Context: an optimization exercise on an open-source flow, tuned for small area and a short achievable clock period. The choices shown serve that exercise and are no tape-out recipe.
Only simulation tests tie the RTL to the original design; equivalence was not proved.

## job 326
==> flow/design.v (excerpt) <==
module fpe_rm (
  input  wire         clk,
  input  wire         rst,
  input  wire         link_rst,
  input  wire         rx_valid,
  input  wire [7:0]   rx_data,
  output wire         rx_ready,
  output wire         tx_valid,
  output wire [7:0]   tx_data,
  input  wire         tx_ready,
  input  wire [1:0]   c_req,
  input  wire [1:0]   c_op,
  input  wire [15:0]  c_addr,
  input  wire [9:0]   c_len,
  input  wire [255:0] c_wdata,
  input  wire [1:0]   c_lock,
  output reg  [1:0]   c_gnt,
  output wire [255:0] c_rdata,
  output reg  [1:0]   c_err,
  output wire         diag_valid,
  output wire [2:0]   diag_code
);
For scale: roughly 580 I/O pins, about 42000 um2 of cells after synthesis.
export LEC_CHECK = 0
export CAP_MARGIN = 40
export CORE_MARGIN = 2
export CORE_UTILIZATION = 60
export CTS_BUF_LIST = sky130_fd_sc_hd__clkbuf_8
export CTS_CLUSTER_SIZE = 30
export PLACE_DENSITY = 0.7
export SETUP_SLACK_MARGIN = 5
export SLEW_MARGIN = 20
export SYNTH_HIERARCHICAL = 1
export SYNTH_MINIMUM_KEEP_SIZE = 0
create_clock -name core_clock -period 10.0 [get_ports {clk}]
standard.sh (not shown) runs the stock make flow with config.mk's settings and CLKGATE_MAP_FILE= SYNTH_SCRIPT=/design/flow/synth_recipe.tcl, a recipe that flattens the netlist after the stock synthesis.
==> flow/flow/run.sh <==
#!/bin/bash
# Layout flow: the standard flow (standard.sh), with two changes:
#  * synthesis maps the logic with an ABC script without ORFS's SOP balancing, buffering and sizing
#    (flow/abc_nf.abc: delay-aware mapping with area recovery) in place of ORFS's; the rest of
#    synthesis is the standard flow's own synth_recipe.tcl, unchanged, so the registers
#    are the standard synthesis's;
#  * the port buffers that buffer_ports inserts are sky130_fd_sc_hd__buf_1.
# Each tool's output is in ORFS's logs (orfs/logs/...); make's own output
# goes to flow_make.log.
set -euo pipefail
W=$PWD
{
  cat <<'EOT'
# ABC with the script in OWN_ABC_SCRIPT instead of the one synth.tcl names
proc abc {args} {
  set i [lsearch -exact $args -script]
  if {$i >= 0} {
    set args [lreplace $args [expr {$i + 1}] [expr {$i + 1}] $::env(OWN_ABC_SCRIPT)]
  }
  yosys abc {*}$args
}
EOT
  cat "$W/synth_recipe.tcl"
} > "$W/own_synth.tcl"
export OWN_ABC_SCRIPT="$W/flow/abc_nf.abc"
bash "$W/standard.sh" SYNTH_SCRIPT="$W/own_synth.tcl" \
  "BUFFER_PORTS_ARGS=-buffer_cell sky130_fd_sc_hd__buf_1" finish > "$W/flow_make.log" 2>&1
==> flow/flow/abc_nf.abc <==
strash
&get -n
&st
&dch
&nf
&put
topo
stime -c
The inputs of job 4144 differ from those of job 326 as listed below.
- removing CTS_BUF_LIST (formerly sky130_fd_sc_hd__clkbuf_8)
- changing SETUP_SLACK_MARGIN from 5 to 4
- changing CORE_UTILIZATION from 60 to 40
- removing CTS_CLUSTER_SIZE (formerly 30)
- changing PLACE_DENSITY from 0.7 to 0.5
--- a/flow/flow/run.sh
+++ b/flow/flow/run.sh
@@ -6,3 +6,3 @@
 #    are the standard synthesis's;
-#  * the port buffers that buffer_ports inserts are sky130_fd_sc_hd__buf_1.
+#  * the port buffers that buffer_ports inserts are sky130_fd_sc_hd__buf_2.
 # Each tool's output is in ORFS's logs (orfs/logs/...); make's own output
@@ -26,2 +26,2 @@
 bash "$W/standard.sh" SYNTH_SCRIPT="$W/own_synth.tcl" \
-  "BUFFER_PORTS_ARGS=-buffer_cell sky130_fd_sc_hd__buf_1" finish > "$W/flow_make.log" 2>&1
+  "BUFFER_PORTS_ARGS=-buffer_cell sky130_fd_sc_hd__buf_2" finish > "$W/flow_make.log" 2>&1
[summary]
For job 326 and job 4144, there was not a single run that failed to finish clean. Job 4144 vs job 326 — all-layer global routing usage dropped 12 points. Diff job 326 -> job 4144 | critical path depth | decrease of 3. Met3 routed wirelength | job 4144 below job 326. Looking at top routing layer in use, the met4 result is from job 4144; the met5 one comes from job 326. HPWL after detailed placement delta (job 4144 − job 326): unfavourable. Diff job 326 -> job 4144 | post-route fraction of the period consumed by the critical path | increase of 9.5 points.
### job 4144 -> job 3120
- CTS_CLUSTER_SIZE now 30, previously not set
- SETUP_SLACK_MARGIN now 5, was 4
- CORE_UTILIZATION now 55, was 40
- CTS_BUF_LIST now sky130_fd_sc_hd__clkbuf_8, previously not set
- PLACE_DENSITY now 0.65, was 0.5
Findings:
- Compared to job 4144, job 3120 has cell count about 6% lower.
- Relative to job 4144, final non-filler cell area has increased by 1400 um2 in job 3120.
- Count of standard-cell rows, job 3120 and job 4144, lower one = job 3120.
- Between job 3120 and job 4144, core utilization is higher for job 3120, job 4144 comes in under that.
- Status: synthesized area parity (job 3120, job 4144)
- Layout cell share with drive strength beyond 1 was higher in the run labelled job 3120.

## separate check: timing with driven ports
In the flow no input, the clock included, has a driving cell. The finished layouts below were timed again as built, in two steps.
Step 1 assumes that a clkbuf_16 drives the clock port and a buf_2 every other input.
Step 2, shift: input delay + t, output delay - t, t = (earliest + latest rising clock arrival at the registers) / 2. This alone moves slack from input paths to output paths.
Three values: ideal ports, drivers, drivers and shift; two values: the first two.
| run | shift t [ns] | setup slack, ns | clock arrival spread, ns |
|---|---|---|---|
| job 326 | 0.856 | 4.874 / 4.907 / 4.051 | 0.046 / 0.046 |
| job 4144 | 0.751 | 3.919 / 3.967 / 3.216 | 0.041 / 0.042 |
| job 3120 | 0.881 | 4.893 / 4.917 / 4.035 | 0.061 / 0.061 |
After both steps setup and hold are still met in every run listed. The setup slack of job 3120, which loses most, moves by +0.024 ns with the drivers and by -0.858 ns with both steps.
